Context: an optimization exercise on an open-source flow, tuned for a short achievable clock period and few clock cycles per item. The choices shown serve that exercise and are no tape-out recipe. Function was checked by simulation only, so behaviour that the tests miss may differ from the original. In every run shown here, the design's own scripts or RTL, not TritonCTS, make the clock network. The clock port is modelled as an ideal driver, which makes a skipped or thinned clock tree look cheaper than it is; a real chip needs a root buffer or a tree. No activity file was given, so power comes from the tool's default toggle rates.

`flow/flow/run.sh`:
```
#!/bin/bash
# The standard layout (standard.sh), with three changes to how it is made:
#  - the setup repair aims further below the clock period (SETUP_SLACK_MARGIN),
#  - the ports are buffered with buf_4 cells,
#  - the clock tree is built by flow/mcts.tcl (a balanced two-level tree of
#    clkbuf_16 cells: four root buffers on the clock port, each driving the
#    leaf buffers of its part of the die) in place of TritonCTS; it also
#    places each flip-flop that drives an output port next to its port buffer.
# The whole ORFS output goes to standard.log in this folder.
set -e
here=$(pwd)
export SETUP_SLACK_MARGIN=6
export BUFFER_PORTS_ARGS="-buffer_cell sky130_fd_sc_hd__buf_4"
export PRE_CTS_TCL=$here/flow/mcts.tcl
export MCTS_LEAF=28
export MCTS_ROOTS=4
export MCTS_SPAN=80
bash standard.sh > standard.log 2>&1
```
`flow/flow/mcts.tcl`:
```
set mcts_leaf  [expr {[info exists ::env(MCTS_LEAF)] ? $::env(MCTS_LEAF) : 24}]
set mcts_roots [expr {[info exists ::env(MCTS_ROOTS)] ? $::env(MCTS_ROOTS) : 4}]
set mcts_db    [ord::get_db]
set mcts_block [ord::get_db_block]
set mcts_clk   [$mcts_block findNet clk]
set mcts_buf   [$mcts_db findMaster sky130_fd_sc_hd__clkbuf_16]

proc mcts_center {inst} {
  set bb [$inst getBBox]
  return [list [expr {([$bb xMin] + [$bb xMax]) / 2}] [expr {([$bb yMin] + [$bb yMax]) / 2}]]
}

# split a list of {x y item} into k groups of near-equal size, compact:
# recursive bisection across the longer side of the group's bounding box
proc mcts_split {items k} {
  set n [llength $items]
  if {$k <= 1 || $n <= 1} { return [list $items] }
  set xs {}; set ys {}
  foreach it $items { lappend xs [lindex $it 0]; lappend ys [lindex $it 1] }
  set w [expr {[tcl::mathfunc::max {*}$xs] - [tcl::mathfunc::min {*}$xs]}]
  set h [expr {[tcl::mathfunc::max {*}$ys] - [tcl::mathfunc::min {*}$ys]}]
  set axis [expr {$w >= $h ? 0 : 1}]
  set sorted [lsort -integer -index $axis $items]
  set k1 [expr {$k / 2}]
  set n1 [expr {int(round(double($n) * $k1 / $k))}]
  return [concat [mcts_split [lrange $sorted 0 [expr {$n1 - 1}]] $k1] \
                 [mcts_split [lrange $sorted $n1 end] [expr {$k - $k1}]]]
}

proc mcts_centroid {items} {
  set sx 0; set sy 0
  foreach it $items { incr sx [lindex $it 0]; incr sy [lindex $it 1] }
  set n [llength $items]
  return [list [expr {$sx / $n}] [expr {$sy / $n}]]
}

# Place each flip-flop that drives an output port's buffer next to that
# buffer, so its output wire is short; detailed placement legalizes them.
set mcts_moved 0
if {![info exists ::env(MCTS_MOVE_OUT)] || $::env(MCTS_MOVE_OUT)} {
  foreach bt [$mcts_block getBTerms] {
    if {[$bt getIoType] != "OUTPUT"} { continue }
    set net [$bt getNet]
    if {$net == "NULL" || $net == ""} { continue }
    set drv ""
    foreach it [$net getITerms] { if {[$it isOutputSignal]} { set drv $it } }
    if {$drv == ""} { continue }
    set buf [$drv getInst]
    set ff ""
    foreach it [$buf getITerms] {
      if {[$it isInputSignal]} {
        set n2 [$it getNet]
        if {$n2 == "NULL" || $n2 == ""} { continue }
        foreach it2 [$n2 getITerms] { if {[$it2 isOutputSignal]} { set ff [$it2 getInst] } }
      }
    }
    if {$ff == ""} { continue }
    if {![string match "*__*df*" [[$ff getMaster] getName]]} { continue }
    set loc [$buf getLocation]
    $ff setLocation [lindex $loc 0] [lindex $loc 1]
    incr mcts_moved
  }
}
puts "mcts: moved $mcts_moved output flip-flops next to their port buffers"

set mcts_sinks {}
foreach it [$mcts_clk getITerms] {
  lappend mcts_sinks [concat [mcts_center [$it getInst]] [list $it]]
}
set mcts_n [llength $mcts_sinks]
set mcts_k [expr {int(ceil(double($mcts_n) / $mcts_leaf))}]
puts "mcts: $mcts_n sinks, $mcts_k leaf buffers, $mcts_roots root buffers"

# a group spread wider than MCTS_SPAN um (half perimeter) is split again,
# so that no leaf drives a long wire
set mcts_span [expr {[info exists ::env(MCTS_SPAN)] ? $::env(MCTS_SPAN) : 80}]
set mcts_span_dbu [expr {int($mcts_span * [$mcts_block getDbUnitsPerMicron])}]
proc mcts_hpwl {items} {
  set xs {}; set ys {}
  foreach it $items { lappend xs [lindex $it 0]; lappend ys [lindex $it 1] }
  return [expr {[tcl::mathfunc::max {*}$xs] - [tcl::mathfunc::min {*}$xs] + \
                [tcl::mathfunc::max {*}$ys] - [tcl::mathfunc::min {*}$ys]}]
}
set mcts_groups {}
set mcts_todo [mcts_split $mcts_sinks $mcts_k]
while {[llength $mcts_todo] > 0} {
  set grp [lindex $mcts_todo 0]
  set mcts_todo [lrange $mcts_todo 1 end]
  if {[llength $grp] > 1 && [mcts_hpwl $grp] > $mcts_span_dbu} {
    set mcts_todo [concat [mcts_split $grp 2] $mcts_todo]
  } else {
    lappend mcts_groups $grp
  }
}
puts "mcts: [llength $mcts_groups] leaf groups after splitting groups wider than $mcts_span um"

set mcts_leaves {}
set li 0
foreach grp $mcts_groups {
  set c [mcts_centroid $grp]
  set inst [odb::dbInst_create $mcts_block $mcts_buf "mcts_leaf_$li"]
  set w [[$inst getMaster] getWidth]
  $inst setLocation [expr {[lindex $c 0] - $w / 2}] [lindex $c 1]
  $inst setPlacementStatus PLACED
  set net [odb::dbNet_create $mcts_block "mcts_l$li"]
  $net setSigType CLOCK
  [$inst findITerm X] connect $net
  foreach s $grp {
    set it [lindex $s 2]
    $it disconnect
    $it connect $net
  }
  lappend mcts_leaves [list [lindex $c 0] [lindex $c 1] $inst]
  incr li
}

set ri 0
foreach grp [mcts_split $mcts_leaves $mcts_roots] {
  set c [mcts_centroid $grp]
  set inst [odb::dbInst_create $mcts_block $mcts_buf "mcts_root_$ri"]
  set w [[$inst getMaster] getWidth]
  $inst setLocation [expr {[lindex $c 0] - $w / 2}] [lindex $c 1]
  $inst setPlacementStatus PLACED
  set net [odb::dbNet_create $mcts_block "mcts_r$ri"]
  $net setSigType CLOCK
  [$inst findITerm X] connect $net
  [$inst findITerm A] connect $mcts_clk
  foreach l $grp {
    [[lindex $l 2] findITerm A] connect $net
  }
  incr ri
}
$mcts_clk setSigType CLOCK

# the tree is built: the flow's call to TritonCTS does nothing else
rename clock_tree_synthesis mcts_unused_cts
proc clock_tree_synthesis {args} {
  puts "mcts: clock tree built by hand; TritonCTS skipped"
  set_propagated_clock [all_clocks]
}
```
`flow/standard.sh`:
```
#!/bin/bash
# synth_recipe.tcl (not shown) runs the flow's synth.tcl, then flattens the netlist and writes it again
# the make line also repeats each setting of config.mk as NAME=value (left out here)
make -C /OpenROAD-flow-scripts/flow DESIGN_CONFIG=/design/flow/config.mk WORK_HOME=/design/flow/orfs CLKGATE_MAP_FILE= SYNTH_SCRIPT=/design/flow/synth_recipe.tcl "${@:-finish}"
```
`flow/config.mk`:
```
export PLATFORM = sky130hd
export DESIGN_NAME = dnp3_tx
export DESIGN_NICKNAME = dnp3_tx
export VERILOG_FILES = /design/flow/design.v
export SDC_FILE = /design/flow/constraint.sdc
export NUM_CORES = 4
export LEC_CHECK = 0
export ABC_CLOCK_PERIOD_IN_PS = 2500
export CAP_MARGIN = 20
export CORE_MARGIN = 2
export CORE_UTILIZATION = 55
export PLACE_DENSITY = 0.65
export SLEW_MARGIN = 20
```
`flow/constraint.sdc`:
```
create_clock -name core_clock -period 8.0 [get_ports {clk}]
set_input_delay 1.6000 -clock core_clock [delete_from_list [all_inputs] [get_ports {clk}]]
set_output_delay 1.6000 -clock core_clock [all_outputs]
set_load 0.01 [all_outputs]
```
`flow/design.v`:
```
module dnp3_tx (
    input  wire        clk,
    input  wire        rst,
    input  wire        cmd_valid,
    output wire        cmd_ready,
    input  wire [7:0]  cmd_plen,    
    input  wire [7:0]  cmd_ctrl,    
    input  wire [15:0] cmd_dst,     
    input  wire [15:0] cmd_src,     
    input  wire        in_valid,
    output wire        in_ready,
    input  wire [31:0] in_data,
    output wire        out_valid,
    input  wire        out_ready,
    output wire [31:0] out_data,
    output wire        out_last,
    output reg         done_valid,
    output reg  [3:0]  done_err,
    output reg  [8:0]  done_len
);
    localparam [3:0] E_OK      = 4'd0,
                     E_LENGTH  = 4'd1,
                     E_RANGE   = 4'd6,
                     E_BADFNC  = 4'd8,
                     E_ADDRESS = 4'd9;
    localparam IFD = 4;               
    localparam IQA = 1;               
    localparam IQD = 1 << IQA;
    localparam PFA = 4;               
    localparam PFD = 1 << PFA;        
    function [15:0] crc_s1;
        input [15:0] x;
        begin
            crc_s1[0] = x[3] ^ x[4] ^ x[5] ^ x[8];
            crc_s1[1] = x[0] ^ x[4] ^ x[5] ^ x[6] ^ x[9];
            crc_s1[2] = x[0] ^ x[1] ^ x[5] ^ x[6] ^ x[7] ^ x[10];
            crc_s1[3] = x[0] ^ x[1] ^ x[2] ^ x[3] ^ x[4] ^ x[5] ^ x[6] ^ x[7] ^ x[11];
            crc_s1[4] = x[0] ^ x[1] ^ x[2] ^ x[6] ^ x[7] ^ x[12];
            crc_s1[5] = x[1] ^ x[2] ^ x[4] ^ x[5] ^ x[7] ^ x[13];
            crc_s1[6] = x[0] ^ x[2] ^ x[4] ^ x[6] ^ x[14];
            crc_s1[7] = x[1] ^ x[3] ^ x[5] ^ x[7] ^ x[15];
            crc_s1[8] = x[2] ^ x[3] ^ x[5] ^ x[6];
            crc_s1[9] = x[0] ^ x[3] ^ x[4] ^ x[6] ^ x[7];
            crc_s1[10] = x[0] ^ x[1] ^ x[3] ^ x[7];
            crc_s1[11] = x[1] ^ x[2] ^ x[3] ^ x[5];
            crc_s1[12] = x[0] ^ x[2] ^ x[3] ^ x[4] ^ x[6];
            crc_s1[13] = x[0] ^ x[1] ^ x[3] ^ x[4] ^ x[5] ^ x[7];
            crc_s1[14] = x[1] ^ x[2] ^ x[3] ^ x[6];
            crc_s1[15] = x[2] ^ x[3] ^ x[4] ^ x[7];
        end
    endfunction
    function [15:0] crc_d1;
        input [7:0] x;
        begin
            crc_d1[0] = x[3] ^ x[4] ^ x[5];
            crc_d1[1] = x[0] ^ x[4] ^ x[5] ^ x[6];
            crc_d1[2] = x[0] ^ x[1] ^ x[5] ^ x[6] ^ x[7];
            crc_d1[3] = x[0] ^ x[1] ^ x[2] ^ x[3] ^ x[4] ^ x[5] ^ x[6] ^ x[7];
            crc_d1[4] = x[0] ^ x[1] ^ x[2] ^ x[6] ^ x[7];
            crc_d1[5] = x[1] ^ x[2] ^ x[4] ^ x[5] ^ x[7];
            crc_d1[6] = x[0] ^ x[2] ^ x[4] ^ x[6];
            crc_d1[7] = x[1] ^ x[3] ^ x[5] ^ x[7];
            crc_d1[8] = x[2] ^ x[3] ^ x[5] ^ x[6];
            crc_d1[9] = x[0] ^ x[3] ^ x[4] ^ x[6] ^ x[7];
            crc_d1[10] = x[0] ^ x[1] ^ x[3] ^ x[7];
            crc_d1[11] = x[1] ^ x[2] ^ x[3] ^ x[5];
            crc_d1[12] = x[0] ^ x[2] ^ x[3] ^ x[4] ^ x[6];
            crc_d1[13] = x[0] ^ x[1] ^ x[3] ^ x[4] ^ x[5] ^ x[7];
            crc_d1[14] = x[1] ^ x[2] ^ x[3] ^ x[6];
            crc_d1[15] = x[2] ^ x[3] ^ x[4] ^ x[7];
        end
    endfunction
    function [15:0] crc_s2;
        input [15:0] x;
        begin
            crc_s2[0] = x[1] ^ x[5] ^ x[6] ^ x[7] ^ x[11] ^ x[12] ^ x[13];
            crc_s2[1] = x[0] ^ x[2] ^ x[6] ^ x[7] ^ x[8] ^ x[12] ^ x[13] ^ x[14];
            crc_s2[2] = x[0] ^ x[1] ^ x[3] ^ x[7] ^ x[8] ^ x[9] ^ x[13] ^ x[14] ^ x[15];
            crc_s2[3] = x[0] ^ x[2] ^ x[4] ^ x[5] ^ x[6] ^ x[7] ^ x[8] ^ x[9] ^ x[10] ^ x[11] ^ x[12] ^ x[13] ^ x[14] ^ x[15];
            crc_s2[4] = x[3] ^ x[8] ^ x[9] ^ x[10] ^ x[14] ^ x[15];
            crc_s2[5] = x[1] ^ x[4] ^ x[5] ^ x[6] ^ x[7] ^ x[9] ^ x[10] ^ x[12] ^ x[13] ^ x[15];
            crc_s2[6] = x[0] ^ x[1] ^ x[2] ^ x[8] ^ x[10] ^ x[12] ^ x[14];
            crc_s2[7] = x[1] ^ x[2] ^ x[3] ^ x[9] ^ x[11] ^ x[13] ^ x[15];
            crc_s2[8] = x[0] ^ x[1] ^ x[2] ^ x[3] ^ x[4] ^ x[5] ^ x[6] ^ x[7] ^ x[10] ^ x[11] ^ x[13] ^ x[14];
            crc_s2[9] = x[0] ^ x[1] ^ x[2] ^ x[3] ^ x[4] ^ x[5] ^ x[6] ^ x[7] ^ x[8] ^ x[11] ^ x[12] ^ x[14] ^ x[15];
            crc_s2[10] = x[2] ^ x[3] ^ x[4] ^ x[8] ^ x[9] ^ x[11] ^ x[15];
            crc_s2[11] = x[0] ^ x[1] ^ x[3] ^ x[4] ^ x[6] ^ x[7] ^ x[9] ^ x[10] ^ x[11] ^ x[13];
            crc_s2[12] = x[1] ^ x[2] ^ x[4] ^ x[5] ^ x[7] ^ x[8] ^ x[10] ^ x[11] ^ x[12] ^ x[14];
            crc_s2[13] = x[0] ^ x[2] ^ x[3] ^ x[5] ^ x[6] ^ x[8] ^ x[9] ^ x[11] ^ x[12] ^ x[13] ^ x[15];
            crc_s2[14] = x[3] ^ x[4] ^ x[5] ^ x[9] ^ x[10] ^ x[11] ^ x[14];
            crc_s2[15] = x[0] ^ x[4] ^ x[5] ^ x[6] ^ x[10] ^ x[11] ^ x[12] ^ x[15];
        end
    endfunction
    function [15:0] crc_d2;
        input [15:0] x;
        begin
            crc_d2[0] = x[1] ^ x[5] ^ x[6] ^ x[7] ^ x[11] ^ x[12] ^ x[13];
            crc_d2[1] = x[0] ^ x[2] ^ x[6] ^ x[7] ^ x[8] ^ x[12] ^ x[13] ^ x[14];
            crc_d2[2] = x[0] ^ x[1] ^ x[3] ^ x[7] ^ x[8] ^ x[9] ^ x[13] ^ x[14] ^ x[15];
            crc_d2[3] = x[0] ^ x[2] ^ x[4] ^ x[5] ^ x[6] ^ x[7] ^ x[8] ^ x[9] ^ x[10] ^ x[11] ^ x[12] ^ x[13] ^ x[14] ^ x[15];
            crc_d2[4] = x[3] ^ x[8] ^ x[9] ^ x[10] ^ x[14] ^ x[15];
            crc_d2[5] = x[1] ^ x[4] ^ x[5] ^ x[6] ^ x[7] ^ x[9] ^ x[10] ^ x[12] ^ x[13] ^ x[15];
            crc_d2[6] = x[0] ^ x[1] ^ x[2] ^ x[8] ^ x[10] ^ x[12] ^ x[14];
            crc_d2[7] = x[1] ^ x[2] ^ x[3] ^ x[9] ^ x[11] ^ x[13] ^ x[15];
            crc_d2[8] = x[0] ^ x[1] ^ x[2] ^ x[3] ^ x[4] ^ x[5] ^ x[6] ^ x[7] ^ x[10] ^ x[11] ^ x[13] ^ x[14];
            crc_d2[9] = x[0] ^ x[1] ^ x[2] ^ x[3] ^ x[4] ^ x[5] ^ x[6] ^ x[7] ^ x[8] ^ x[11] ^ x[12] ^ x[14] ^ x[15];
            crc_d2[10] = x[2] ^ x[3] ^ x[4] ^ x[8] ^ x[9] ^ x[11] ^ x[15];
            crc_d2[11] = x[0] ^ x[1] ^ x[3] ^ x[4] ^ x[6] ^ x[7] ^ x[9] ^ x[10] ^ x[11] ^ x[13];
            crc_d2[12] = x[1] ^ x[2] ^ x[4] ^ x[5] ^ x[7] ^ x[8] ^ x[10] ^ x[11] ^ x[12] ^ x[14];
            crc_d2[13] = x[0] ^ x[2] ^ x[3] ^ x[5] ^ x[6] ^ x[8] ^ x[9] ^ x[11] ^ x[12] ^ x[13] ^ x[15];
            crc_d2[14] = x[3] ^ x[4] ^ x[5] ^ x[9] ^ x[10] ^ x[11] ^ x[14];
            crc_d2[15] = x[0] ^ x[4] ^ x[5] ^ x[6] ^ x[10] ^ x[11] ^ x[12] ^ x[15];
        end
    endfunction
    function [15:0] crc_s3;
        input [15:0] x;
        begin
            crc_s3[0] = x[4] ^ x[5] ^ x[6] ^ x[7] ^ x[9] ^ x[13] ^ x[14] ^ x[15];
            crc_s3[1] = x[5] ^ x[6] ^ x[7] ^ x[8] ^ x[10] ^ x[14] ^ x[15];
            crc_s3[2] = x[6] ^ x[7] ^ x[8] ^ x[9] ^ x[11] ^ x[15];
            crc_s3[3] = x[0] ^ x[4] ^ x[5] ^ x[6] ^ x[8] ^ x[10] ^ x[12] ^ x[13] ^ x[14] ^ x[15];
            crc_s3[4] = x[0] ^ x[1] ^ x[4] ^ x[11];
            crc_s3[5] = x[0] ^ x[1] ^ x[2] ^ x[4] ^ x[6] ^ x[7] ^ x[9] ^ x[12] ^ x[13] ^ x[14] ^ x[15];
            crc_s3[6] = x[1] ^ x[2] ^ x[3] ^ x[4] ^ x[6] ^ x[8] ^ x[9] ^ x[10];
            crc_s3[7] = x[0] ^ x[2] ^ x[3] ^ x[4] ^ x[5] ^ x[7] ^ x[9] ^ x[10] ^ x[11];
            crc_s3[8] = x[0] ^ x[1] ^ x[3] ^ x[7] ^ x[8] ^ x[9] ^ x[10] ^ x[11] ^ x[12] ^ x[13] ^ x[14] ^ x[15];
            crc_s3[9] = x[1] ^ x[2] ^ x[4] ^ x[8] ^ x[9] ^ x[10] ^ x[11] ^ x[12] ^ x[13] ^ x[14] ^ x[15];
            crc_s3[10] = x[2] ^ x[3] ^ x[4] ^ x[6] ^ x[7] ^ x[10] ^ x[11] ^ x[12];
            crc_s3[11] = x[0] ^ x[3] ^ x[6] ^ x[8] ^ x[9] ^ x[11] ^ x[12] ^ x[14] ^ x[15];
            crc_s3[12] = x[0] ^ x[1] ^ x[4] ^ x[7] ^ x[9] ^ x[10] ^ x[12] ^ x[13] ^ x[15];
            crc_s3[13] = x[1] ^ x[2] ^ x[5] ^ x[8] ^ x[10] ^ x[11] ^ x[13] ^ x[14];
            crc_s3[14] = x[2] ^ x[3] ^ x[4] ^ x[5] ^ x[7] ^ x[11] ^ x[12] ^ x[13];
            crc_s3[15] = x[3] ^ x[4] ^ x[5] ^ x[6] ^ x[8] ^ x[12] ^ x[13] ^ x[14];
        end
    endfunction
    function [15:0] crc_d3;
        input [23:0] x;
        begin
            crc_d3[0] = x[4] ^ x[5] ^ x[6] ^ x[7] ^ x[9] ^ x[13] ^ x[14] ^ x[15] ^ x[19] ^ x[20] ^ x[21];
            crc_d3[1] = x[5] ^ x[6] ^ x[7] ^ x[8] ^ x[10] ^ x[14] ^ x[15] ^ x[16] ^ x[20] ^ x[21] ^ x[22];
            crc_d3[2] = x[6] ^ x[7] ^ x[8] ^ x[9] ^ x[11] ^ x[15] ^ x[16] ^ x[17] ^ x[21] ^ x[22] ^ x[23];
            crc_d3[3] = x[0] ^ x[4] ^ x[5] ^ x[6] ^ x[8] ^ x[10] ^ x[12] ^ x[13] ^ x[14] ^ x[15] ^ x[16] ^ x[17] ^ x[18] ^ x[19] ^ x[20] ^ x[21] ^ x[22] ^ x[23];
            crc_d3[4] = x[0] ^ x[1] ^ x[4] ^ x[11] ^ x[16] ^ x[17] ^ x[18] ^ x[22] ^ x[23];
            crc_d3[5] = x[0] ^ x[1] ^ x[2] ^ x[4] ^ x[6] ^ x[7] ^ x[9] ^ x[12] ^ x[13] ^ x[14] ^ x[15] ^ x[17] ^ x[18] ^ x[20] ^ x[21] ^ x[23];
            crc_d3[6] = x[1] ^ x[2] ^ x[3] ^ x[4] ^ x[6] ^ x[8] ^ x[9] ^ x[10] ^ x[16] ^ x[18] ^ x[20] ^ x[22];
            crc_d3[7] = x[0] ^ x[2] ^ x[3] ^ x[4] ^ x[5] ^ x[7] ^ x[9] ^ x[10] ^ x[11] ^ x[17] ^ x[19] ^ x[21] ^ x[23];
            crc_d3[8] = x[0] ^ x[1] ^ x[3] ^ x[7] ^ x[8] ^ x[9] ^ x[10] ^ x[11] ^ x[12] ^ x[13] ^ x[14] ^ x[15] ^ x[18] ^ x[19] ^ x[21] ^ x[22];
            crc_d3[9] = x[1] ^ x[2] ^ x[4] ^ x[8] ^ x[9] ^ x[10] ^ x[11] ^ x[12] ^ x[13] ^ x[14] ^ x[15] ^ x[16] ^ x[19] ^ x[20] ^ x[22] ^ x[23];
            crc_d3[10] = x[2] ^ x[3] ^ x[4] ^ x[6] ^ x[7] ^ x[10] ^ x[11] ^ x[12] ^ x[16] ^ x[17] ^ x[19] ^ x[23];
            crc_d3[11] = x[0] ^ x[3] ^ x[6] ^ x[8] ^ x[9] ^ x[11] ^ x[12] ^ x[14] ^ x[15] ^ x[17] ^ x[18] ^ x[19] ^ x[21];
            crc_d3[12] = x[0] ^ x[1] ^ x[4] ^ x[7] ^ x[9] ^ x[10] ^ x[12] ^ x[13] ^ x[15] ^ x[16] ^ x[18] ^ x[19] ^ x[20] ^ x[22];
            crc_d3[13] = x[1] ^ x[2] ^ x[5] ^ x[8] ^ x[10] ^ x[11] ^ x[13] ^ x[14] ^ x[16] ^ x[17] ^ x[19] ^ x[20] ^ x[21] ^ x[23];
            crc_d3[14] = x[2] ^ x[3] ^ x[4] ^ x[5] ^ x[7] ^ x[11] ^ x[12] ^ x[13] ^ x[17] ^ x[18] ^ x[19] ^ x[22];
            crc_d3[15] = x[3] ^ x[4] ^ x[5] ^ x[6] ^ x[8] ^ x[12] ^ x[13] ^ x[14] ^ x[18] ^ x[19] ^ x[20] ^ x[23];
        end
    endfunction
    function [15:0] crc_s4;
        input [15:0] x;
        begin
            crc_s4[0] = x[1] ^ x[2] ^ x[3] ^ x[4] ^ x[5] ^ x[12] ^ x[13] ^ x[14] ^ x[15];
            crc_s4[1] = x[2] ^ x[3] ^ x[4] ^ x[5] ^ x[6] ^ x[13] ^ x[14] ^ x[15];
            crc_s4[2] = x[3] ^ x[4] ^ x[5] ^ x[6] ^ x[7] ^ x[14] ^ x[15];
            crc_s4[3] = x[0] ^ x[1] ^ x[2] ^ x[3] ^ x[6] ^ x[7] ^ x[8] ^ x[12] ^ x[13] ^ x[14];
            crc_s4[4] = x[5] ^ x[7] ^ x[8] ^ x[9] ^ x[12];
            crc_s4[5] = x[0] ^ x[1] ^ x[2] ^ x[3] ^ x[4] ^ x[5] ^ x[6] ^ x[8] ^ x[9] ^ x[10] ^ x[12] ^ x[14] ^ x[15];
            crc_s4[6] = x[0] ^ x[6] ^ x[7] ^ x[9] ^ x[10] ^ x[11] ^ x[12] ^ x[14];
            crc_s4[7] = x[0] ^ x[1] ^ x[7] ^ x[8] ^ x[10] ^ x[11] ^ x[12] ^ x[13] ^ x[15];
            crc_s4[8] = x[3] ^ x[4] ^ x[5] ^ x[8] ^ x[9] ^ x[11] ^ x[15];
            crc_s4[9] = x[0] ^ x[4] ^ x[5] ^ x[6] ^ x[9] ^ x[10] ^ x[12];
            crc_s4[10] = x[2] ^ x[3] ^ x[4] ^ x[6] ^ x[7] ^ x[10] ^ x[11] ^ x[12] ^ x[14] ^ x[15];
            crc_s4[11] = x[1] ^ x[2] ^ x[7] ^ x[8] ^ x[11] ^ x[14];
            crc_s4[12] = x[2] ^ x[3] ^ x[8] ^ x[9] ^ x[12] ^ x[15];
            crc_s4[13] = x[3] ^ x[4] ^ x[9] ^ x[10] ^ x[13];
            crc_s4[14] = x[0] ^ x[1] ^ x[2] ^ x[3] ^ x[10] ^ x[11] ^ x[12] ^ x[13] ^ x[15];
            crc_s4[15] = x[0] ^ x[1] ^ x[2] ^ x[3] ^ x[4] ^ x[11] ^ x[12] ^ x[13] ^ x[14];
        end
    endfunction
    function [15:0] crc_d4;
        input [31:0] x;
        begin
            crc_d4[0] = x[1] ^ x[2] ^ x[3] ^ x[4] ^ x[5] ^ x[12] ^ x[13] ^ x[14] ^ x[15] ^ x[17] ^ x[21] ^ x[22] ^ x[23] ^ x[27] ^ x[28] ^ x[29];
            crc_d4[1] = x[2] ^ x[3] ^ x[4] ^ x[5] ^ x[6] ^ x[13] ^ x[14] ^ x[15] ^ x[16] ^ x[18] ^ x[22] ^ x[23] ^ x[24] ^ x[28] ^ x[29] ^ x[30];
            crc_d4[2] = x[3] ^ x[4] ^ x[5] ^ x[6] ^ x[7] ^ x[14] ^ x[15] ^ x[16] ^ x[17] ^ x[19] ^ x[23] ^ x[24] ^ x[25] ^ x[29] ^ x[30] ^ x[31];
            crc_d4[3] = x[0] ^ x[1] ^ x[2] ^ x[3] ^ x[6] ^ x[7] ^ x[8] ^ x[12] ^ x[13] ^ x[14] ^ x[16] ^ x[18] ^ x[20] ^ x[21] ^ x[22] ^ x[23] ^ x[24] ^ x[25] ^ x[26] ^ x[27] ^ x[28] ^ x[29] ^ x[30] ^ x[31];
            crc_d4[4] = x[5] ^ x[7] ^ x[8] ^ x[9] ^ x[12] ^ x[19] ^ x[24] ^ x[25] ^ x[26] ^ x[30] ^ x[31];
            crc_d4[5] = x[0] ^ x[1] ^ x[2] ^ x[3] ^ x[4] ^ x[5] ^ x[6] ^ x[8] ^ x[9] ^ x[10] ^ x[12] ^ x[14] ^ x[15] ^ x[17] ^ x[20] ^ x[21] ^ x[22] ^ x[23] ^ x[25] ^ x[26] ^ x[28] ^ x[29] ^ x[31];
            crc_d4[6] = x[0] ^ x[6] ^ x[7] ^ x[9] ^ x[10] ^ x[11] ^ x[12] ^ x[14] ^ x[16] ^ x[17] ^ x[18] ^ x[24] ^ x[26] ^ x[28] ^ x[30];
            crc_d4[7] = x[0] ^ x[1] ^ x[7] ^ x[8] ^ x[10] ^ x[11] ^ x[12] ^ x[13] ^ x[15] ^ x[17] ^ x[18] ^ x[19] ^ x[25] ^ x[27] ^ x[29] ^ x[31];
            crc_d4[8] = x[3] ^ x[4] ^ x[5] ^ x[8] ^ x[9] ^ x[11] ^ x[15] ^ x[16] ^ x[17] ^ x[18] ^ x[19] ^ x[20] ^ x[21] ^ x[22] ^ x[23] ^ x[26] ^ x[27] ^ x[29] ^ x[30];
            crc_d4[9] = x[0] ^ x[4] ^ x[5] ^ x[6] ^ x[9] ^ x[10] ^ x[12] ^ x[16] ^ x[17] ^ x[18] ^ x[19] ^ x[20] ^ x[21] ^ x[22] ^ x[23] ^ x[24] ^ x[27] ^ x[28] ^ x[30] ^ x[31];
            crc_d4[10] = x[2] ^ x[3] ^ x[4] ^ x[6] ^ x[7] ^ x[10] ^ x[11] ^ x[12] ^ x[14] ^ x[15] ^ x[18] ^ x[19] ^ x[20] ^ x[24] ^ x[25] ^ x[27] ^ x[31];
            crc_d4[11] = x[1] ^ x[2] ^ x[7] ^ x[8] ^ x[11] ^ x[14] ^ x[16] ^ x[17] ^ x[19] ^ x[20] ^ x[22] ^ x[23] ^ x[25] ^ x[26] ^ x[27] ^ x[29];
            crc_d4[12] = x[2] ^ x[3] ^ x[8] ^ x[9] ^ x[12] ^ x[15] ^ x[17] ^ x[18] ^ x[20] ^ x[21] ^ x[23] ^ x[24] ^ x[26] ^ x[27] ^ x[28] ^ x[30];
            crc_d4[13] = x[3] ^ x[4] ^ x[9] ^ x[10] ^ x[13] ^ x[16] ^ x[18] ^ x[19] ^ x[21] ^ x[22] ^ x[24] ^ x[25] ^ x[27] ^ x[28] ^ x[29] ^ x[31];
            crc_d4[14] = x[0] ^ x[1] ^ x[2] ^ x[3] ^ x[10] ^ x[11] ^ x[12] ^ x[13] ^ x[15] ^ x[19] ^ x[20] ^ x[21] ^ x[25] ^ x[26] ^ x[27] ^ x[30];
            crc_d4[15] = x[0] ^ x[1] ^ x[2] ^ x[3] ^ x[4] ^ x[11] ^ x[12] ^ x[13] ^ x[14] ^ x[16] ^ x[20] ^ x[21] ^ x[22] ^ x[26] ^ x[27] ^ x[28] ^ x[31];
        end
    endfunction
    function [15:0] crc_ha;
        input [39:0] x;
        begin
            crc_ha[0] = x[3] ^ x[5] ^ x[9] ^ x[10] ^ x[11] ^ x[12] ^ x[13] ^ x[20] ^ x[21] ^ x[22] ^ x[23] ^ x[25] ^ x[29] ^ x[30] ^ x[31] ^ x[35] ^ x[36] ^ x[37] ^ 1'b1;
            crc_ha[1] = x[0] ^ x[4] ^ x[6] ^ x[10] ^ x[11] ^ x[12] ^ x[13] ^ x[14] ^ x[21] ^ x[22] ^ x[23] ^ x[24] ^ x[26] ^ x[30] ^ x[31] ^ x[32] ^ x[36] ^ x[37] ^ x[38];
            crc_ha[2] = x[0] ^ x[1] ^ x[5] ^ x[7] ^ x[11] ^ x[12] ^ x[13] ^ x[14] ^ x[15] ^ x[22] ^ x[23] ^ x[24] ^ x[25] ^ x[27] ^ x[31] ^ x[32] ^ x[33] ^ x[37] ^ x[38] ^ x[39];
            crc_ha[3] = x[1] ^ x[2] ^ x[3] ^ x[5] ^ x[6] ^ x[8] ^ x[9] ^ x[10] ^ x[11] ^ x[14] ^ x[15] ^ x[16] ^ x[20] ^ x[21] ^ x[22] ^ x[24] ^ x[26] ^ x[28] ^ x[29] ^ x[30] ^ x[31] ^ x[32] ^ x[33] ^ x[34] ^ x[35] ^ x[36] ^ x[37] ^ x[38] ^ x[39];
            crc_ha[4] = x[2] ^ x[4] ^ x[5] ^ x[6] ^ x[7] ^ x[13] ^ x[15] ^ x[16] ^ x[17] ^ x[20] ^ x[27] ^ x[32] ^ x[33] ^ x[34] ^ x[38] ^ x[39];
            crc_ha[5] = x[6] ^ x[7] ^ x[8] ^ x[9] ^ x[10] ^ x[11] ^ x[12] ^ x[13] ^ x[14] ^ x[16] ^ x[17] ^ x[18] ^ x[20] ^ x[22] ^ x[23] ^ x[25] ^ x[28] ^ x[29] ^ x[30] ^ x[31] ^ x[33] ^ x[34] ^ x[36] ^ x[37] ^ x[39];
            crc_ha[6] = x[3] ^ x[5] ^ x[7] ^ x[8] ^ x[14] ^ x[15] ^ x[17] ^ x[18] ^ x[19] ^ x[20] ^ x[22] ^ x[24] ^ x[25] ^ x[26] ^ x[32] ^ x[34] ^ x[36] ^ x[38] ^ 1'b1;
            crc_ha[7] = x[4] ^ x[6] ^ x[8] ^ x[9] ^ x[15] ^ x[16] ^ x[18] ^ x[19] ^ x[20] ^ x[21] ^ x[23] ^ x[25] ^ x[26] ^ x[27] ^ x[33] ^ x[35] ^ x[37] ^ x[39] ^ 1'b1;
            crc_ha[8] = x[0] ^ x[3] ^ x[7] ^ x[11] ^ x[12] ^ x[13] ^ x[16] ^ x[17] ^ x[19] ^ x[23] ^ x[24] ^ x[25] ^ x[26] ^ x[27] ^ x[28] ^ x[29] ^ x[30] ^ x[31] ^ x[34] ^ x[35] ^ x[37] ^ x[38];
            crc_ha[9] = x[0] ^ x[1] ^ x[4] ^ x[8] ^ x[12] ^ x[13] ^ x[14] ^ x[17] ^ x[18] ^ x[20] ^ x[24] ^ x[25] ^ x[26] ^ x[27] ^ x[28] ^ x[29] ^ x[30] ^ x[31] ^ x[32] ^ x[35] ^ x[36] ^ x[38] ^ x[39];
            crc_ha[10] = x[1] ^ x[2] ^ x[3] ^ x[10] ^ x[11] ^ x[12] ^ x[14] ^ x[15] ^ x[18] ^ x[19] ^ x[20] ^ x[22] ^ x[23] ^ x[26] ^ x[27] ^ x[28] ^ x[32] ^ x[33] ^ x[35] ^ x[39] ^ 1'b1;
            crc_ha[11] = x[2] ^ x[4] ^ x[5] ^ x[9] ^ x[10] ^ x[15] ^ x[16] ^ x[19] ^ x[22] ^ x[24] ^ x[25] ^ x[27] ^ x[28] ^ x[30] ^ x[31] ^ x[33] ^ x[34] ^ x[35] ^ x[37] ^ 1'b1;
            crc_ha[12] = x[3] ^ x[5] ^ x[6] ^ x[10] ^ x[11] ^ x[16] ^ x[17] ^ x[20] ^ x[23] ^ x[25] ^ x[26] ^ x[28] ^ x[29] ^ x[31] ^ x[32] ^ x[34] ^ x[35] ^ x[36] ^ x[38];
            crc_ha[13] = x[0] ^ x[4] ^ x[6] ^ x[7] ^ x[11] ^ x[12] ^ x[17] ^ x[18] ^ x[21] ^ x[24] ^ x[26] ^ x[27] ^ x[29] ^ x[30] ^ x[32] ^ x[33] ^ x[35] ^ x[36] ^ x[37] ^ x[39] ^ 1'b1;
            crc_ha[14] = x[1] ^ x[3] ^ x[7] ^ x[8] ^ x[9] ^ x[10] ^ x[11] ^ x[18] ^ x[19] ^ x[20] ^ x[21] ^ x[23] ^ x[27] ^ x[28] ^ x[29] ^ x[33] ^ x[34] ^ x[35] ^ x[38] ^ 1'b1;
            crc_ha[15] = x[2] ^ x[4] ^ x[8] ^ x[9] ^ x[10] ^ x[11] ^ x[12] ^ x[19] ^ x[20] ^ x[21] ^ x[22] ^ x[24] ^ x[28] ^ x[29] ^ x[30] ^ x[34] ^ x[35] ^ x[36] ^ x[39];
        end
    endfunction
    function [15:0] crc_hb;
        input [7:0] x;
        begin
            crc_hb[0] = x[0] ^ x[1] ^ x[4] ^ x[6] ^ x[7];
            crc_hb[1] = x[0] ^ x[1] ^ x[2] ^ x[5] ^ x[7];
            crc_hb[2] = x[0] ^ x[1] ^ x[2] ^ x[3] ^ x[6];
            crc_hb[3] = x[2] ^ x[3] ^ x[6];
            crc_hb[4] = x[1] ^ x[3] ^ x[6];
            crc_hb[5] = x[0] ^ x[1] ^ x[2] ^ x[6];
            crc_hb[6] = x[0] ^ x[2] ^ x[3] ^ x[4] ^ x[6];
            crc_hb[7] = x[0] ^ x[1] ^ x[3] ^ x[4] ^ x[5] ^ x[7];
            crc_hb[8] = x[0] ^ x[2] ^ x[5] ^ x[7];
            crc_hb[9] = x[1] ^ x[3] ^ x[6];
            crc_hb[10] = x[0] ^ x[1] ^ x[2] ^ x[6];
            crc_hb[11] = x[2] ^ x[3] ^ x[4] ^ x[6];
            crc_hb[12] = x[0] ^ x[3] ^ x[4] ^ x[5] ^ x[7];
            crc_hb[13] = x[0] ^ x[1] ^ x[4] ^ x[5] ^ x[6];
            crc_hb[14] = x[2] ^ x[4] ^ x[5];
            crc_hb[15] = x[0] ^ x[3] ^ x[5] ^ x[6];
        end
    endfunction
    function [3:0] header_err;
        input [7:0]  c;
        input [15:0] dst;
        input [15:0] src;
        reg          fnc_ok, fcv_req;
        begin
            fnc_ok  = c[6] ? (c[3:0] == 4'd0 || c[3:0] == 4'd1 || c[3:0] == 4'd2 ||
                              c[3:0] == 4'd3 || c[3:0] == 4'd4 || c[3:0] == 4'd9)
                           : (c[3:0] == 4'd0 || c[3:0] == 4'd1 || c[3:0] == 4'd11);
            fcv_req = (c[3:0] == 4'd2) || (c[3:0] == 4'd3);
            if (!fnc_ok)                        header_err = E_BADFNC;
            else if (c[6] && (c[4] != fcv_req)) header_err = E_RANGE;
            else if (!c[6] && c[5])             header_err = E_RANGE;
            else if (src == 16'hFFFF)           header_err = E_ADDRESS;
            else if (dst == src)                header_err = E_ADDRESS;
            else                                header_err = E_OK;
        end
    endfunction
    reg rst_r;
    always @(posedge clk) rst_r <= rst;
    wire rst_any = rst | rst_r;
    reg        cmd_ready_r;           
    reg        cmd_ready_p;           
    reg        c1_v;
    reg [7:0]  c1_p, c1_c;
    reg [15:0] c1_d, c1_s;
    assign cmd_ready = cmd_ready_p;
    always @(posedge clk) begin
        c1_v <= !rst && cmd_valid && cmd_ready_r;
        c1_p <= cmd_plen;
        c1_c <= cmd_ctrl;
        c1_d <= cmd_dst;
        c1_s <= cmd_src;
    end
    wire        c1_w    = c1_v && !rst_r;
    wire [7:0]  c1_len  = c1_p + 8'd5;
    wire [4:0]  c1_pblk = {1'b0, c1_p[7:4]} + {4'd0, (c1_p[3:0] != 4'd0)};
    wire [8:0]  c1_p10  = {1'b0, c1_p} + 9'd10;      
    wire [3:0]  c1_err  = (c1_p > 8'd250) ? E_LENGTH : header_err(c1_c, c1_d, c1_s);
    wire        c1_ok   = (c1_err == E_OK);
    wire [6:0]  c1_nb   = {1'b0, c1_p[7:2]} + {6'd0, (c1_p[1:0] != 2'd0)};
    wire [15:0] c1_hs   = crc_ha({c1_s, c1_d, c1_c}) ^ crc_hb(c1_len);    
    reg [93:0]  iq_mem [0:IQD-1];
    reg [IQA-1:0] iq_wr, iq_rd;
    reg [IQA:0] iq_cnt;
    reg [IQA:0] iq_free;              
    reg         iq_ne;
    wire        iq_pop;
    always @(posedge clk) begin
        if (c1_w)
            iq_mem[iq_wr] <= {c1_hs, c1_s, c1_d, c1_c, c1_len, (c1_p == 8'd0), c1_nb, c1_ok,
                              c1_err, c1_p10, c1_pblk, 1'b0, c1_p[1:0]};
    end
    wire [IQA:0] iq_free_n = iq_free - {{IQA{1'b0}}, c1_v} + {{IQA{1'b0}}, iq_pop};
    wire [IQA:0] iq_cnt_n  = iq_cnt + {{IQA{1'b0}}, c1_w} - {{IQA{1'b0}}, iq_pop};
    always @(posedge clk) begin
        if (rst_r) begin
            iq_wr  <= {IQA{1'b0}};
            iq_rd  <= {IQA{1'b0}};
            iq_cnt <= {(IQA+1){1'b0}};
            iq_ne  <= 1'b0;
        end else begin
            if (c1_w) iq_wr <= iq_wr + 1'b1;
            if (iq_pop) iq_rd <= iq_rd + 1'b1;
            iq_cnt <= iq_cnt_n;
            iq_ne  <= (iq_cnt_n != 0);
        end
        if (rst_any) begin
            iq_free     <= IQD;
            cmd_ready_r <= 1'b1;
            cmd_ready_p <= 1'b1;
        end else begin
            iq_free     <= iq_free_n;
            cmd_ready_r <= (iq_free_n > {{IQA{1'b0}}, cmd_ready_r});
            cmd_ready_p <= (iq_free_n > {{IQA{1'b0}}, cmd_ready_p});
        end
    end
    reg        in_ready_r;            
    reg        in_ready_p;            
    reg        i1_v;
    reg [31:0] i1_d;
    assign in_ready = in_ready_p;
    always @(posedge clk) begin
        i1_v <= !rst && in_valid && in_ready_r;
        i1_d <= in_data;
    end
    reg [31:0] if_mem [0:IFD-1];
    reg [1:0]  if_wr, if_rd;
    reg        if_ne;
    reg [2:0]  if_cnt;
    reg [2:0]  if_free;               
    wire       if_pop;
    wire [2:0] if_cnt_n  = if_cnt + {2'd0, i1_v} - {2'd0, if_pop};
    wire [2:0] if_free_n = if_free - {2'd0, i1_v} + {2'd0, if_pop};
    always @(posedge clk) begin
        if (i1_v) if_mem[if_wr] <= i1_d;
        if (rst_r) begin
            if_wr <= 2'd0; if_rd <= 2'd0; if_cnt <= 3'd0; if_ne <= 1'b0;
        end else begin
            if (i1_v) if_wr <= if_wr + 2'd1;
            if (if_pop) if_rd <= if_rd + 2'd1;
            if_cnt <= if_cnt_n;
            if_ne  <= (if_cnt_n != 3'd0);
        end
        if (rst_any) begin
            if_free    <= IFD;
            in_ready_r <= 1'b1;
            in_ready_p <= 1'b1;
        end else begin
            if_free    <= if_free_n;
            in_ready_r <= (if_free_n > {2'd0, in_ready_r});
            in_ready_p <= (if_free_n > {2'd0, in_ready_p});
        end
    end
    wire [93:0] iq_h     = iq_mem[iq_rd];
    wire [15:0] iqh_hs   = iq_h[93:78];
    wire [15:0] iqh_src  = iq_h[77:62];
    wire [15:0] iqh_dst  = iq_h[61:46];
    wire [7:0]  iqh_ctrl = iq_h[45:38];
    wire [7:0]  iqh_len  = iq_h[37:30];
    wire        iqh_zp   = iq_h[29];
    wire [6:0]  iqh_nb   = iq_h[28:22];
    wire        iqh_ok   = iq_h[21];
    wire [3:0]  iqh_err  = iq_h[20:17];
    wire [8:0]  iqh_p10  = iq_h[16:8];
    wire [5:0]  iqh_pb2  = iq_h[7:2];
    wire [1:0]  iqh_pm   = iq_h[1:0];
    localparam [1:0] IP_CMD = 2'd0, IP_HDR = 2'd1, IP_PAY = 2'd2;
    reg  [1:0]  ip;
    reg         cur_ok, cur_last;
    reg  [6:0]  cur_rem;
    reg  [3:0]  cur_err;
    reg  [8:0]  cur_tlen;
    reg  [1:0]  cur_pm, cur_bib;
    reg  [PFD-1:0] pf_cred;           
    wire        cred_ok = pf_cred[0];
    wire pf_pop;
    wire go_cmd  = (ip == IP_CMD) && iq_ne && cred_ok;
    wire go_hdr  = (ip == IP_HDR) && cred_ok;
    wire beat    = (ip == IP_PAY) && if_ne && (!cur_ok || cred_ok);
    wire issue   = (go_cmd && iqh_ok) || go_hdr || (beat && cur_ok);
    wire ld_cur  = (go_cmd && !iqh_ok) || go_hdr;
    assign iq_pop = ld_cur;
    assign if_pop = beat;
    wire [31:0] if_h = if_mem[if_rd];
    reg         s2_v, s2_hdr, s2_first, s2_end, s2_last;
    reg  [1:0]  s2_k;                 
    reg  [31:0] s2_d;
    reg  [15:0] s2_hs;
    always @(posedge clk) begin
        s2_hs <= iqh_hs;
        case (ip)
            IP_CMD: begin
                s2_d     <= {iqh_ctrl, iqh_len, 8'h64, 8'h05};
                s2_hdr   <= 1'b1;
                s2_first <= 1'b1;
                s2_end   <= 1'b0;
                s2_last  <= 1'b0;
                s2_k     <= 2'd0;
            end
            IP_HDR: begin
                s2_d     <= {iqh_src, iqh_dst};
                s2_hdr   <= 1'b1;
                s2_first <= 1'b1;
                s2_end   <= 1'b1;
                s2_last  <= iqh_zp;
                s2_k     <= 2'd0;
            end
            default: begin
                s2_d     <= if_h;
                s2_hdr   <= 1'b0;
                s2_first <= (cur_bib == 2'd0);
                s2_end   <= (cur_bib == 2'd3) || cur_last;
                s2_last  <= cur_last;
                s2_k     <= cur_last ? cur_pm : 2'd0;
            end
        endcase
        if (rst_r) begin
            ip      <= IP_CMD;
            s2_v    <= 1'b0;
            pf_cred <= {PFD{1'b1}};
        end else begin
            s2_v    <= issue;
            if (issue && !pf_pop)
                pf_cred <= {1'b0, pf_cred[PFD-1:1]};
            else if (pf_pop && !issue)
                pf_cred <= {pf_cred[PFD-2:0], 1'b1};
            if (go_cmd)
                ip <= iqh_ok ? IP_HDR : ((iqh_nb == 7'd0) ? IP_CMD : IP_PAY);
            else if (go_hdr)
                ip <= iqh_zp ? IP_CMD : IP_PAY;
            else if (beat && cur_last)
                ip <= IP_CMD;
        end
        if (ld_cur) begin
            cur_ok   <= iqh_ok;
            cur_rem  <= iqh_nb;
            cur_last <= (iqh_nb == 7'd1);
            cur_err  <= iqh_err;
            cur_tlen <= iqh_ok ? (iqh_p10 + {3'd0, iqh_pb2}) : 9'd0;
            cur_pm   <= iqh_pm;
            cur_bib  <= 2'd0;
        end else if (beat) begin
            cur_rem  <= cur_rem - 7'd1;
            cur_last <= (cur_rem == 7'd2);
            cur_bib  <= cur_bib + 2'd1;
        end
        if (rst_any)
            done_valid <= 1'b0;
        else
            done_valid <= (go_cmd && !iqh_ok && iqh_nb == 7'd0) || (go_hdr && iqh_zp) ||
                          (beat && cur_last);
        done_err <= (ip == IP_PAY) ? cur_err  : iqh_err;
        done_len <= (ip == IP_PAY) ? cur_tlen : ((ip == IP_HDR) ? 9'd10 : 9'd0);
    end
    reg         s3_v, s3_first, s3_end, s3_last;
    reg  [1:0]  s3_k;
    reg  [31:0] s3_d;
    reg  [15:0] s3_dx;
    always @(posedge clk) begin
        s3_v     <= s2_v && !rst_r;
        s3_first <= s2_first;
        s3_end   <= s2_end;
        s3_last  <= s2_last;
        s3_k     <= s2_k;
        s3_d     <= s2_d;
        if (s2_hdr)
            s3_dx <= s2_hs;
        else case (s2_k)
            2'd1:    s3_dx <= crc_d1(s2_d[7:0]);
            2'd2:    s3_dx <= crc_d2(s2_d[15:0]);
            2'd3:    s3_dx <= crc_d3(s2_d[23:0]);
            default: s3_dx <= crc_d4(s2_d);
        endcase
    end
    reg  [15:0] acc;
    reg         s4_v, s4_end, s4_last;
    reg  [1:0]  s4_k;
    reg  [31:0] s4_d;
    wire [15:0] acc_in = s3_first ? 16'd0 : acc;
    reg  [15:0] acc_s;
    always @(*) begin
        case (s3_k)
            2'd1:    acc_s = crc_s1(acc_in);
            2'd2:    acc_s = crc_s2(acc_in);
            2'd3:    acc_s = crc_s3(acc_in);
            default: acc_s = crc_s4(acc_in);
        endcase
    end
    always @(posedge clk) begin
        s4_v    <= s3_v && !rst_r;
        s4_end  <= s3_end;
        s4_last <= s3_last;
        s4_k    <= s3_k;
        s4_d    <= s3_d;
        if (s3_v) acc <= acc_s ^ s3_dx;
    end
    wire [15:0] crc_o = ~acc;
    reg  [49:0] chunk;
    always @(*) begin
        if (!s4_end)
            chunk = {1'b0, 1'b0, 16'd0, s4_d};
        else if (!s4_last)
            chunk = {1'b0, 1'b1, crc_o, s4_d};
        else case (s4_k)
            2'd1:    chunk = {1'b1, 1'b0, 24'd0, crc_o, s4_d[7:0]};
            2'd2:    chunk = {1'b1, 1'b0, 16'd0, crc_o, s4_d[15:0]};
            2'd3:    chunk = {1'b1, 1'b1, 8'd0,  crc_o, s4_d[23:0]};
            default: chunk = {1'b1, 1'b1,        crc_o, s4_d};
        endcase
    end
    reg         s5_v;
    reg  [49:0] s5_c;
    always @(posedge clk) begin
        s5_v <= s4_v && !rst_r;
        s5_c <= chunk;
    end
    reg  [49:0]  pf_mem [0:PFD-1];
    reg  [PFD-1:0] pf_wr, pf_rd1;     
    reg  [PFD-1:0] pf_cnt;            
    wire         pf_hv = pf_cnt[0];                  
    wire         pf_c0 = !pf_cnt[0];                 
    wire         pf_c1 = pf_cnt[0] && !pf_cnt[1];    
    reg  [49:0]  pf_h;
    wire         pf_push = s5_v;
    reg  [49:0]  pf_nx;
    integer      j;
    always @(*) begin
        pf_nx = 50'd0;
        for (j = 0; j < PFD; j = j + 1)
            pf_nx = pf_nx | (pf_rd1[j] ? pf_mem[j] : 50'd0);
    end
    always @(posedge clk) begin
        for (j = 0; j < PFD; j = j + 1)
            if (pf_push && pf_wr[j]) pf_mem[j] <= s5_c;
        if (pf_push && (pf_pop ? pf_c1 : pf_c0))
            pf_h <= s5_c;
        else if (pf_pop)
            pf_h <= pf_nx;
        if (rst_r) begin
            pf_wr  <= {{(PFD-1){1'b0}}, 1'b1};
            pf_rd1 <= {{(PFD-2){1'b0}}, 2'b10};
            pf_cnt <= {PFD{1'b0}};
        end else begin
            if (pf_push) pf_wr  <= {pf_wr[PFD-2:0], pf_wr[PFD-1]};
            if (pf_pop)  pf_rd1 <= {pf_rd1[PFD-2:0], pf_rd1[PFD-1]};
            if (pf_push && !pf_pop)
                pf_cnt <= {pf_cnt[PFD-2:0], 1'b1};
            else if (pf_pop && !pf_push)
                pf_cnt <= {1'b0, pf_cnt[PFD-1:1]};
        end
    end
    reg         pc2, pc4;   
    reg         pl;         
    reg  [31:0] pend;
    reg         up_rdy;     
    wire        take    = up_rdy && !pc4 && pf_hv;
    wire        emit    = (up_rdy && pc4) || take;
    wire        ck_last = pf_h[49];
    wire        ck_wide = pf_h[48];
    assign pf_pop = take;
    wire [31:0] e_d = pc4 ? pend : (pc2 ? {pf_h[15:0], pend[15:0]} : pf_h[31:0]);
    wire        e_l = pc4 ? pl : (ck_last && !pc2 && !ck_wide);
    always @(posedge clk) begin
        if (take)
            pend <= pc2 ? pf_h[47:16] : {16'd0, pf_h[47:32]};
        if (rst_r) begin
            pc2 <= 1'b0;
            pc4 <= 1'b0;
            pl  <= 1'b0;
        end else if (up_rdy && pc4) begin
            pc4 <= 1'b0;
        end else if (take) begin
            if (ck_last) begin
                pc2 <= 1'b0;
                pc4 <= pc2 || ck_wide;
                pl  <= 1'b1;
            end else begin
                pc2 <= pc2 ^ ck_wide;
                pc4 <= pc2 & ck_wide;
                pl  <= 1'b0;
            end
        end
    end
    reg         o_v, k_v;
    reg         o_vp;                 
    reg  [32:0] o_q, o_hd, k_q;
    assign out_valid = o_vp;
    assign out_data  = o_q[31:0];
    assign out_last  = o_q[32];
    wire        o_free = !o_v || out_ready;
    wire [32:0] o_new  = k_v ? k_q : {e_l, e_d};
    always @(posedge clk) begin
        if (o_free)
            o_hd <= o_new;
        if (rst_any)
            o_q <= 33'd0;
        else
            o_q <= o_free ? o_new : o_hd;
        if (!k_v)
            k_q <= {e_l, e_d};
        if (rst_any) begin
            o_v    <= 1'b0;
            o_vp   <= 1'b0;
            k_v    <= 1'b0;
            up_rdy <= 1'b0;
        end else begin
            o_v    <= !o_free || k_v || emit;
            o_vp   <= (o_vp && !out_ready) || k_v || emit;
            k_v    <= !o_free && (k_v || emit);
            up_rdy <= !(!o_free && (k_v || emit));
        end
    end
endmodule
```
==> flow_summary.ini, run 1 <==
[placement]
finalWeightedCongestion = 0.8988
place_area_sq_um = 71010
placedCellCount = 6018
place_worst_setup_slack_ns = 4.639
numPortBuffers = 134
place_hpwl_mm = 105.8

[routing]
drt_first_pass_iters = 7
via_count = 39665
routed_via_density = 6.110
wirelength_mm = 192.6
avgRoutedWirePerCell_microns = 29.67
ant_nets = 0
drc = 0
drt_iter0_markers = 4364

[floorplan]
fp.coreArea_sq_um = 122000
die_w_microns = 355.0
rows = 128
die_h_microns = 355.0
start_util_pct = 55.51
die-area_sq_um = 126000
boundaryPins = 135

[sta]
slew_headroom_pct = 33.89
setup_slack_ns = 5.365
finalCriticalPeriod_ns = 2.635
tns_ns = 0
fin_crit_sh_pct = 32.94
tightest_slew_ns = 0.9917
finalHoldViolCount = 0
setup_viol = 0
clock_skew_ns = 0.08959
rsz0062_at_grt = yes
slew_violations = 0
max_freq_ghz = 0.3795

[cells_and_area]
drive_gt1_share_pct = 28.75
syn2layout_area_growth_pct = 19.16
nets = 4999
layout_common_cells = 1,231 x edfxtp_1, 358 x buf_4, 350 x xnor2_1
seq_area_sq_um = 47170
layout.cells.non_filler = 6492
multi_input_area_sq_um = 23160
final_common_cell = edfxtp_1
design_area_sq_um = 80730
fillCellCount = 8447

[flow_run]
drv_cap = 0

[setup_path]
crit_arrival_ns = 1.04
cp.depth = 1
reg2reg_depth = 11
worstPathRequired_ns = 6.40
cp_slowest_cell = dfxtp_2
crit_fanout = 2
cp_cell_sequence = buf_6
path_buf_inv = 1
critPathMaxStageDelay_ns = 0.34
end_kind = primary output
cp_top_family = flip-flops
cp-start-kind = flop
path_class = reg -> out

[global_routing]
grt_pass1_vias = 39282
grt_pass1_wl_mm = 271.9
grt.total_usage_pct = 29.46
grt.overflow.total = 0
antenna_found_initial = 9
grt_max_degree = 89

[worst_hold_path]
worstHoldPathCells = 0
min_path_type = reg -> reg

[pwr]
combinationalPowerShare_pct = 38.5
total_leakage_power_nw = 27.92
p_clk_share_pct = 17.6
internal_power_mw = 18.05
p_total_mw = 26.53
max-vdd-ir-drop_mv = 0.4589
switching_power_mw = 8.488
swShare_pct = 31.99
power.density_nw_per_um2 = 328.7
p_seq_share_pct = 43.9

[synthesis]
synth_edf_count = 1231
synth_seq_cells = 1723
syn_area_per_cell_sq_um = 15.14
synth_nets = 4609
async_reset_ff_share_pct = 0
synth_seq_area_share_pct = 69.10
synth_flop_cell = edfxtp_1
ys_types = 74
syn_area_sq_um = 67750
netlist_instances = 4475
yosys_warnings = 2

[clock_tree]
insertion_delay_ns = 0.61
ctsHoldBuffers = 0
path_clk_slew_ns = 0.10

[outcome]
status = timing/DRC/antenna clean
==> through the flow <==
stage / hold WS [ns] / utilization [%]
after floorplan: 0.3096 / -
after global placement: 0.3105 / 58.19
after detailed placement: 0.3121 / 58.19
after CTS: 0.3116 / 64.82
after global routing: 0.3105 / 66.14
final: 0.2915 / 66.15
==> power groups by stage <==
| stage | Combinational (mW) | Sequential [mW] | Clock [mW] |
|---|---|---|---|
| 2_1_floorplan | 6.20 | 11.2 | 0 |
| 3_3_place_gp | 7.60 | 11.8 | 0 |
| 3_5_place_dp | 7.57 | 11.9 | 0 |
| 4_1_cts | 9.37 | 11.6 | 4.73 |
| 5_1_grt | 10.7 | 11.7 | 5.04 |
| 6_report | 10.2 | 11.6 | 4.68 |
==> synth_stat cells (all sizes together), types with 11 or more instances <==
cell type	instances	area, sq um
o22a	49	429.2
nor2	166	623.1
xor2	143	1335
mux2i	98	980.9
mux4	61	1374
buf	72	367.9
nand2b	27	168.9
ha	46	575.6
a22oi	267	2004
a221oi	74	660.6
xnor3	28	634.4
and2	82	513.0
nand3	37	185.2
edfxtp	1231	36970
nand2	220	825.8
clkbuf	204	765.7
a21oi	94	470.5
nor2b	15	93.84
mux2	97	1092
nand4	86	538.0
a22o	72	630.6
xnor2	536	4980
dfxtp	492	9849
nor3	11	55.05
inv	67	251.5
o21ai	103	515.5
==> flip-flops by register name (all words and copies together) (netlist names), 33 cells and up, named ones only <==
signal	cells
pf_h	50
pf_mem	800
if_mem	128
iq_mem	182
o_hd	33
k_q	33
s5_c	50
o_q	33
==> path summary, 6_finish.rpt <==
kind | slack [ns] | endpoint | from
setup reg to reg | 5.43 | acc[2] | acc[4]
hold / removal | 0.29 | s5_c[1] | s4_d[1]
hold reg to reg | 0.29 | s5_c[1] | s4_d[1]
setup / recovery | 5.36 | out_valid | o_vp
==> area by class of cell <==
class | count | share of cell area [%]
Buffer | 95 | 2.945
Tap cell | 1625 | 2.519
Inverter | 68 | 0.3844
Timing Repair Buffer | 550 | 7.004
Antenna cell | 4 | 0.01240
Sequential cell | 1723 | 58.43
Multi-Input combinational cell | 2426 | 28.69
Timing Repair inverter | 1 | 0.01085
==> timing repair <==
| action | CTS | global route |
|---|---|---|
| cloned | 25 | 7 |
| gates resized for setup | 656 | 183 |
| pin swaps | 163 | 123 |
| setup buffers | 289 | 54 |
| setup endpoints to repair | 1350 | 547 |
| hold endpoints to repair | 0 | 0 |
==> per-layer routing <==
layer | up-vias | track usage (%) | part of all wire, %
met5 | - | 0 | 0.036
met2 | 1763 | 50.09 | 49
met3 | 404 | 3.272 | 7.1
met4 | 10 | 12.05 | 5.2
met1 | 20204 | 38.89 | 38
li1 | 17284 | - | -
==> cell families (layout without fill, tap and decap cells) <==
| logic type | after synthesis | in the layout | share of synthesized area, % |
|---|---|---|---|
| buffers and inverters | 344 | 714 | 2.050 |
| AO/OA/AOI/OAI | 715 | 715 | 7.624 |
| adder cells (fa/ha/maj) | 49 | 49 | 0.9382 |
| multiplexers | 256 | 256 | 5.088 |
| flip-flops | 1723 | 1723 | 69.10 |
| XOR/XNOR | 712 | 712 | 10.44 |
| AND/OR/NAND/NOR | 676 | 694 | 4.761 |
| other | 0 | 4 | 0 |
Testbench counts, summed over its fixed seeds: cycles 12,115, frames 320.
==> run 2, diff against run 1 <==
--- a/flow/flow/run.sh
+++ b/flow/flow/run.sh
@@ -12,7 +12,7 @@
 export SETUP_SLACK_MARGIN=6
 export BUFFER_PORTS_ARGS="-buffer_cell sky130_fd_sc_hd__buf_4"
 export PRE_CTS_TCL=$here/flow/mcts.tcl
-export MCTS_LEAF=28
+export MCTS_LEAF=32
 export MCTS_ROOTS=4
-export MCTS_SPAN=80
+export MCTS_SPAN=70
 bash standard.sh > standard.log 2>&1
==> run 2 against run 1 <==
Compared with the run above:
- still clean on timing, DRC and antenna
- global-route usage barely moved
- synthesized cell count did not move
- fmax fell by 1.7%
- clock power rose by 14%
- worst hold slack got worse by 0.0024 ns
- register-to-register slack improved by 0.07 ns
- critical path type unchanged
==> flow_summary.ini, run 2 <==
[outcome]
status = timing/DRC/antenna clean

[setup_path]
path_buf_inv = 1
crit_fanout = 2
r2r-start = acc[9]
cp_slowest_cell = dfxtp_2
worstPathRequired_ns = 6.40
cp_cell_sequence = buf_6
critPathMaxStageDelay_ns = 0.35
end_kind = primary output
critPathCapture = cmd_ready
cp-start-kind = flop
r2r_slack_ns = 5.50
reg2reg_to = acc[11]
path_class = reg -> out
startpoint = cmd_ready_p
cp.depth = 1
cp_top_family = flip-flops
reg2reg_depth = 8
crit_arrival_ns = 1.08

[sta]
max_freq_ghz = 0.3731
slew_headroom_pct = 31.73
setup_viol = 0
rsz0062_at_grt = yes
finalHoldViolCount = 0
finalCriticalPeriod_ns = 2.680
tns_ns = 0
tightest_slew_ns = 1.024
clock_skew_ns = 0.04365
fin_crit_sh_pct = 33.50
hold_ws_ns = 0.2891
slew_violations = 0

[routing]
avgRoutedWirePerCell_microns = 29.59
wirelength_mm = 193.3
routed_via_density = 6.100
drt_iter0_markers = 4417
via_count = 39844
ant_nets = 0
drt_first_pass_iters = 8
drc = 0

[placement]
numPortBuffers = 134
placedCellCount = 6018
finalWeightedCongestion = 0.8988
place_hpwl_mm = 105.8

[synthesis]
async_reset_ff_share_pct = 0
netlist.area_leader.share_pct = 54.56
synth_edf_count = 1231
synth_seq_cells = 1723
synth_flop_cell = edfxtp_1
syn_area_sq_um = 67750
ys_types = 74
synth_seq_area_share_pct = 69.10
synth.most_common_cell = edfxtp_1
netlist_top_cells_area = edfxtp_1 55%, dfxtp_1 15%, xnor2_1 6.6%
syn_area_per_cell_sq_um = 15.14
yosys.area.top_type = edfxtp_1
yosys_warnings = 2
netlist_instances = 4475
synth_nets = 4609
ys_top_cells_by_count = 1,231 x edfxtp_1, 510 x xnor2_1, 492 x dfxtp_1

[global_routing]
grt_max_degree = 89
grt_pass1_wl_mm = 272.3
grt_pass1_vias = 39252
grt.overflow.total = 0
antenna_found_initial = 12
grt.total_usage_pct = 29.51

[clock_tree]
path_clk_slew_ns = 0.07
insertion_delay_ns = 0.64

[worst_hold_path]
min_path_type = reg -> reg

[pwr]
total_leakage_power_nw = 28.24
power.density_nw_per_um2 = 337.3
max-vdd-ir-drop_mv = 0.3790

[cells_and_area]
drive_gt1_share_pct = 29.53
reg_top3 = pf_mem: 800 flops, iq_mem: 182 flops, if_mem: 128 flops
regMostFlops = pf_mem
fillCellCount = 8358
layout.cells.non_filler = 6532
layout_common_cells = 1,231 x edfxtp_1, 354 x xnor2_1, 353 x buf_4
nets = 5039
final_util_pct = 66.88
largest_reg_flops = 800
final_common_cell = edfxtp_1
syn2layout_area_growth_pct = 20.47

[floorplan]
rows = 128
die_h_microns = 355.0
die_w_microns = 355.0
fp.coreArea_sq_um = 122000
start_util_pct = 55.51
boundaryPins = 135
die-area_sq_um = 126000

[flow_run]
drv_cap = 0
run 2: cell counts after synthesis:
No cell type changed its count.
run 2: how the worst min path moves through the flow:
stage,from,end,slack (ns),depth (start not counted)
6_report,s3_d[2],s4_d[2],0.29,0
5_1_grt,s3_d[2],s4_d[2],0.29,0
4_1_cts,s3_d[2],s4_d[2],0.29,0
3_5_place_dp,s3_d[24],s4_d[24],0.31,0
3_3_place_gp,s4_d[0],s5_c[0],0.31,0
2_1_floorplan,s2_end,s3_end,0.31,0
run 2: metrics by stage:
step	setup slack (ns)	cell area, sq um	power [mW]
after floorplan	5.435	69020	17.44
after global placement	4.619	71010	19.44
after detailed placement	4.639	71010	19.44
after CTS	5.288	79880	26.50
after global routing	5.274	81610	28.49
final	5.320	81620	27.53
run 2: layout make-up:
cell class	count	area, sq um	share of cell area [%]
inverters	68	316.6	0.3879
diodes	4	10.01	0.01226
well taps	1625	2033	2.491
multi-input cells	2428	23200	28.43
repair buffers	562	5846	7.162
flip-flops and latches	1723	47170	57.79
plain buffers	121	3028	3.710
repair inverters	1	8.758	0.01073
run 2: cells by family (layout without fill, tap and decap cells):
| kind of cell | count (synthesis) | after routing | share of synthesized area (%) |
|---|---|---|---|
| xor+xnor | 712 | 713 | 10.44 |
| other cells | 0 | 4 | 0 |
| flops | 1723 | 1723 | 69.10 |
| buf+inv | 344 | 752 | 2.050 |
| simple gates | 676 | 695 | 4.761 |
| mux | 256 | 256 | 5.088 |
| fa+ha+maj | 49 | 49 | 0.9382 |
| compound gates | 715 | 715 | 7.624 |
run 2: what timing repair did:
action                                   CTS  global route
pin swaps                                164           146
cloned                                    23             7
resized for setup                        661           183
buffers inserted                         286            73
endpoints found under the setup margin  1352           578
hold buffers                               0             0
run 2: metal layers:
metal / GRT usage (%) / share of wire [%] / vias up
met5: 0 / 0.026 / -
met4: 11.57 / 5.1 / 8
met3: 3.318 / 7.0 / 417
met2: 50.44 / 49 / 1796
met1: 38.89 / 38 / 20264
li1: - / - / 17359
run 2: power breakdown:
part,total (mW),internal (mW),switching [mW]
sequential,11.6,10.7,0.940
combinational,10.6,5.49,5.08
clock,5.34,2.61,2.73
total,27.5,18.8,8.75

## static timing again, ports no longer ideal
The results above use ideal ports. As a check the final layouts listed here were re-extracted and re-timed, cells and wires unchanged. Step 1 (the two cells are an assumption about what drives the block):
set clk [get_ports {clk}]
set_driving_cell -lib_cell sky130_fd_sc_hd__clkbuf_16 $clk
set_driving_cell -lib_cell sky130_fd_sc_hd__buf_2 [delete_from_list [all_inputs] $clk]
Step 2 also shifts input and output timing later by t, the mid clock arrival at the registers, as if the neighbouring blocks saw the same clock. Slacks: no drivers / after step 1 / after step 2; pairs: no drivers / after step 1.
run	t, ns	setup slack, ns	clock arrival spread, ns	worst slew at a driven data input, ns	cell pins on the clock port's net
run 1	0.725	5.365 / 5.201 / 5.394	0.091 / 0.091	0.09	4
run 2	0.792	5.320 / 5.144 / 5.244	0.048 / 0.047	0.09	4
After both steps every run listed still meets setup and hold. For run 2, which loses most, drivers alone change the setup slack by -0.176 ns; drivers and shift together by -0.076 ns.
